From an optimization exercise on the open Yosys and OpenROAD flow, aimed at small area, a short achievable clock period and few clock cycles per item; shortcuts taken in it are not production practice.
In this exercise RTL edits were held to simulation tests only and were not proved equivalent to the original.
Power figures rest on the tool's default switching activity, not on a simulated workload.

==> module se05x_tx_frame, before the edit <==
module se05x_tx_frame (
    input  wire        clk,
    input  wire        rst,             
    input  wire        msg_valid,
    output wire        msg_ready,
    input  wire [31:0] msg_data,
    output reg         out_valid,
    input  wire        out_ready,
    output reg  [31:0] out_data,
    output reg         out_last
);
    localparam [7:0] NAD_H2C = 8'h5A;
    function [15:0] f8;
        input [15:0] c;
        input [7:0]  b;
        reg   [7:0]  x;
        begin
            x  = c[7:0] ^ b;
            x  = x ^ {x[3:0], 4'b0000};
            f8 = {8'h00, c[15:8]} ^ {x, 8'h00} ^ {5'b00000, x, 3'b000} ^ {12'h000, x[7:4]};
        end
    endfunction
    localparam [15:0] CRC_NAD = f8(16'hFFFF, NAD_H2C);
    reg        busy;         
    reg        k_hdr;        
    reg        k_full;       
    reg        k_trl;        
    reg        k_tail;       
    reg        odd;          
    reg        tx_seq;       
    reg [15:0] rem;          
    reg        more;         
    reg        rz;           
    reg [5:0]  q;            
    reg [1:0]  r;            
    reg [15:0] crc;
    reg [7:0]  hb0, hb1, hb2, hb3, hb4;    
    reg        nw;           
    reg        rl;           
    wire out_free = !out_valid || out_ready;
    wire [7:0] clen = more ? 8'd254 : rem[7:0];
    wire [7:0] pcb  = {1'b0, tx_seq, more, 5'b00000};
    wire [7:0] nb0 = msg_data[7:0];
    wire [7:0] w0 = k_hdr ? NAD_H2C : hb0;
    wire [7:0] w1 = k_hdr ? pcb     : hb1;
    wire [7:0] w2 = k_hdr ? clen    : hb2;
    wire [7:0] w3 = !odd  ? nb0 : k_hdr ? hb1 : hb3;
    wire [15:0] c1  = f8(crc, hb0);
    wire [15:0] c2  = f8(c1, hb1);
    wire [15:0] ch3 = f8(f8(CRC_NAD, pcb), clen);
    wire [15:0] c3  = k_hdr ? ch3 : f8(c2, hb2);
    wire [15:0] c4 = f8(c3, w3);
    reg [31:0] ow;
    always @(*) begin
        if (k_tail)
            ow = {24'h000000, ~crc[15:8]};
        else if (k_hdr)
            ow = {(rz ? ~c3[7:0] : w3), w2, w1, w0};
        else if (k_full)
            ow = {w3, w2, w1, w0};
        else
            case (r)
                2'd0:    ow = {16'h0000, ~crc[15:8], ~crc[7:0]};
                2'd1:    ow = {8'h00, ~c1[15:8], ~c1[7:0], w0};
                2'd2:    ow = {~c2[15:8], ~c2[7:0], w1, w0};
                default: ow = {~c3[7:0], w2, w1, w0};
            endcase
    end
    wire fend = k_tail || (k_trl && r != 2'd3);      
    wire go       = busy && out_free && (!nw || msg_valid);
    wire take_len = !busy || (out_free && rl);
    assign msg_ready = !busy || (out_free && (nw || rl));
    reg        busy_n, k_hdr_n, k_full_n, k_trl_n, k_tail_n, odd_n, rz_n, nw_n, rl_n;
    reg [1:0]  r_n;
    reg [5:0]  q_n;
    always @(*) begin
        busy_n = busy; k_hdr_n = k_hdr; k_full_n = k_full; k_trl_n = k_trl;
        k_tail_n = k_tail; odd_n = odd; rz_n = rz; r_n = r; q_n = q;
        nw_n = nw; rl_n = rl;
        if (go) begin
            if (fend) begin
                {k_hdr_n, k_full_n, k_trl_n, k_tail_n} = 4'b1000;
                odd_n = ~odd;
                if (rz) busy_n = 1'b0;
                nw_n = odd ? 1'b1 : (more || rem[7:2] != 6'd0 || rem[1:0] == 2'd3);
            end else if (k_hdr) begin
                rz_n = !more;
                r_n  = clen[1:0] - 2'd1;
                q_n  = (clen - 8'd1) >> 2;
                if (rz)
                    {k_hdr_n, k_full_n, k_trl_n, k_tail_n} = 4'b0001;
                else if (clen > 8'd4)
                    {k_hdr_n, k_full_n, k_trl_n, k_tail_n} = 4'b0100;
                else
                    {k_hdr_n, k_full_n, k_trl_n, k_tail_n} = 4'b0010;
                nw_n = odd ? (clen > 8'd6) : (clen > 8'd4);
            end else if (k_full) begin
                q_n = q - 6'd1;
                if (q == 6'd1)
                    {k_hdr_n, k_full_n, k_trl_n, k_tail_n} = 4'b0010;
                nw_n = (q != 6'd1) && (!odd || q != 6'd2 || r[1]);
            end else begin
                {k_hdr_n, k_full_n, k_trl_n, k_tail_n} = 4'b0001;
                nw_n = 1'b0;
            end
            rl_n = rz_n && !nw_n && (k_tail_n || (k_trl_n && r_n != 2'd3));
        end
        if (msg_valid && take_len) begin
            busy_n = 1'b1;
            {k_hdr_n, k_full_n, k_trl_n, k_tail_n} = 4'b1000;
            odd_n = 1'b0;
            rz_n  = (msg_data[15:0] == 16'h0000);
            nw_n  = !rz_n;
            rl_n  = 1'b0;
        end
    end
    always @(posedge clk) begin
        if (rst) begin
            busy      <= 1'b0;
            out_valid <= 1'b0;
            tx_seq    <= 1'b0;
        end else begin
            busy <= busy_n;
            if (out_valid && out_ready)
                out_valid <= 1'b0;
            if (go) begin
                out_valid <= 1'b1;
                if (fend)
                    tx_seq <= ~tx_seq;
            end
        end
        k_hdr  <= k_hdr_n;
        k_full <= k_full_n;
        k_trl  <= k_trl_n;
        k_tail <= k_tail_n;
        odd    <= odd_n;
        rz     <= rz_n;
        r      <= r_n;
        q      <= q_n;
        nw     <= nw_n;
        rl     <= rl_n;
        if (go) begin
            out_data <= ow;
            out_last <= fend;
            crc      <= ((k_hdr && rz) || k_trl) ? c3 : c4;
            if (k_hdr) begin
                rem  <= rem - 16'd254;
                more <= (rem > 16'd508);
            end
            if (!odd) begin
                if (nw) begin
                    hb0 <= msg_data[15:8];
                    hb1 <= msg_data[23:16];
                    hb2 <= msg_data[31:24];
                end
            end else begin
                hb0 <= k_hdr ? hb2 : hb4;
                if (nw) begin
                    hb1 <= msg_data[7:0];
                    hb2 <= msg_data[15:8];
                    hb3 <= msg_data[23:16];
                    hb4 <= msg_data[31:24];
                end
            end
        end
        if (msg_valid && take_len) begin
            rem  <= msg_data[15:0];
            more <= (msg_data[15:0] > 16'd254);
        end
    end
endmodule
==> flow/config.mk <==
export PLATFORM = sky130hd
export DESIGN_NAME = se05x_tx_frame
export DESIGN_NICKNAME = se05x_tx_frame
export VERILOG_FILES = /design/flow/design.v
export SDC_FILE = /design/flow/constraint.sdc
export NUM_CORES = 4
export LEC_CHECK = 0
export CAP_MARGIN = 20
export CORE_MARGIN = 2
export CORE_UTILIZATION = 40
export SLEW_MARGIN = 20
==> flow/constraint.sdc <==
create_clock -name core_clock -period 8.0 [get_ports {clk}]
set_input_delay 1.6000 -clock core_clock [delete_from_list [all_inputs] [get_ports {clk}]]
set_output_delay 1.6000 -clock core_clock [all_outputs]
set_load 0.01 [all_outputs]
standard.sh (not shown) runs the stock make flow with config.mk's settings and CLKGATE_MAP_FILE= SYNTH_SCRIPT=/design/flow/synth_recipe.tcl, a recipe that flattens the netlist after the stock synthesis.
==> flow/flow/run.sh <==
#!/bin/bash
# The standard layout, with plain buffers (instead of the delay buffers
# buffer_ports picks by default) on the input and output ports.
set -euo pipefail
export BUFFER_PORTS_ARGS="-buffer_cell sky130_fd_sc_hd__buf_1"
bash standard.sh > standard.log 2>&1
Testbench counts at the start, summed over its fixed seeds: cycles 45,408, messages 960.
==> next run, changes <==
--- a/flow/design.v
+++ b/flow/design.v
@@ -45,10 +45,9 @@
     wire [7:0] w1 = k_hdr ? pcb     : hb1;
     wire [7:0] w2 = k_hdr ? clen    : hb2;
     wire [7:0] w3 = !odd  ? nb0 : k_hdr ? hb1 : hb3;
-    wire [15:0] c1  = f8(crc, hb0);
-    wire [15:0] c2  = f8(c1, hb1);
-    wire [15:0] ch3 = f8(f8(CRC_NAD, pcb), clen);
-    wire [15:0] c3  = k_hdr ? ch3 : f8(c2, hb2);
+    wire [15:0] c1 = k_hdr ? CRC_NAD : f8(crc, w0);
+    wire [15:0] c2 = f8(c1, w1);
+    wire [15:0] c3 = f8(c2, w2);
     wire [15:0] c4 = f8(c3, w3);
     reg [31:0] ow;
     always @(*) begin
@@ -70,13 +69,13 @@
     wire go       = busy && out_free && (!nw || msg_valid);
     wire take_len = !busy || (out_free && rl);
     assign msg_ready = !busy || (out_free && (nw || rl));
-    reg        busy_n, k_hdr_n, k_full_n, k_trl_n, k_tail_n, odd_n, rz_n, nw_n, rl_n;
+    reg        busy_n, k_hdr_n, k_full_n, k_trl_n, k_tail_n, odd_n, rz_n, nw_n;
     reg [1:0]  r_n;
     reg [5:0]  q_n;
     always @(*) begin
         busy_n = busy; k_hdr_n = k_hdr; k_full_n = k_full; k_trl_n = k_trl;
         k_tail_n = k_tail; odd_n = odd; rz_n = rz; r_n = r; q_n = q;
-        nw_n = nw; rl_n = rl;
+        nw_n = nw;
         if (go) begin
             if (fend) begin
                 {k_hdr_n, k_full_n, k_trl_n, k_tail_n} = 4'b1000;
@@ -103,7 +102,6 @@
                 {k_hdr_n, k_full_n, k_trl_n, k_tail_n} = 4'b0001;
                 nw_n = 1'b0;
             end
-            rl_n = rz_n && !nw_n && (k_tail_n || (k_trl_n && r_n != 2'd3));
         end
         if (msg_valid && take_len) begin
             busy_n = 1'b1;
@@ -111,7 +109,6 @@
             odd_n = 1'b0;
             rz_n  = (msg_data[15:0] == 16'h0000);
             nw_n  = !rz_n;
-            rl_n  = 1'b0;
         end
     end
     always @(posedge clk) begin
@@ -138,7 +135,7 @@
         r      <= r_n;
         q      <= q_n;
         nw     <= nw_n;
-        rl     <= rl_n;
+        rl     <= rz_n && !nw_n && (k_tail_n || (k_trl_n && r_n != 2'd3));
         if (go) begin
             out_data <= ow;
             out_last <= fend;
The new run completed with no timing, DRC or antenna violations.
Via count went up by about 1.5%.
Cell area climbs by 1.1%.
First-iteration DRC count increases by about 9%.
Non-clock buffer count climbs by 1.
Combinational power goes down by 19%.
Sequential share of layout area goes down by 0.82 points.
Flip-flop and latch count stays the same.
Cell count climbs by about 2.4%.
Total power drops by 10%.
Worst setup slack is worse by 0.39 ns.
Wire length grows by about 0.8%.
Hold slack is better by 0.029 ns.
Testbench counts after the change, summed over its fixed seeds: cycles 45,408, messages 960.

static timing again, ports no longer ideal:
The results above use ideal ports. As a check the final layouts listed here were re-extracted and re-timed, cells and wires unchanged.
Step 1 (the two cells are an assumption about what drives the block):
set clk [get_ports {clk}]
set_driving_cell -lib_cell sky130_fd_sc_hd__clkbuf_16 $clk
set_driving_cell -lib_cell sky130_fd_sc_hd__buf_2 [delete_from_list [all_inputs] $clk]
Step 2, shift: input delay + t, output delay - t, t = (earliest + latest rising clock arrival at the registers) / 2. This alone moves slack from input paths to output paths.
a / b / c = ideal / step 1 / step 2; a / b = the first two.
| run | shift t [ns] | setup WS [ns] | worst setup path at the end | clock arrival spread, ns | slew at the worst register clock pin (ns) |
|---|---|---|---|---|---|
| the first run | 0.469 | 4.176 / 4.176 / 4.176 | register to register | 0.012 / 0.012 | 0.07 / 0.07 |
| the second run | 0.471 | 3.787 / 3.787 / 3.787 | register to register | 0.009 / 0.008 | 0.06 / 0.06 |
After both steps every run listed still meets setup and hold.
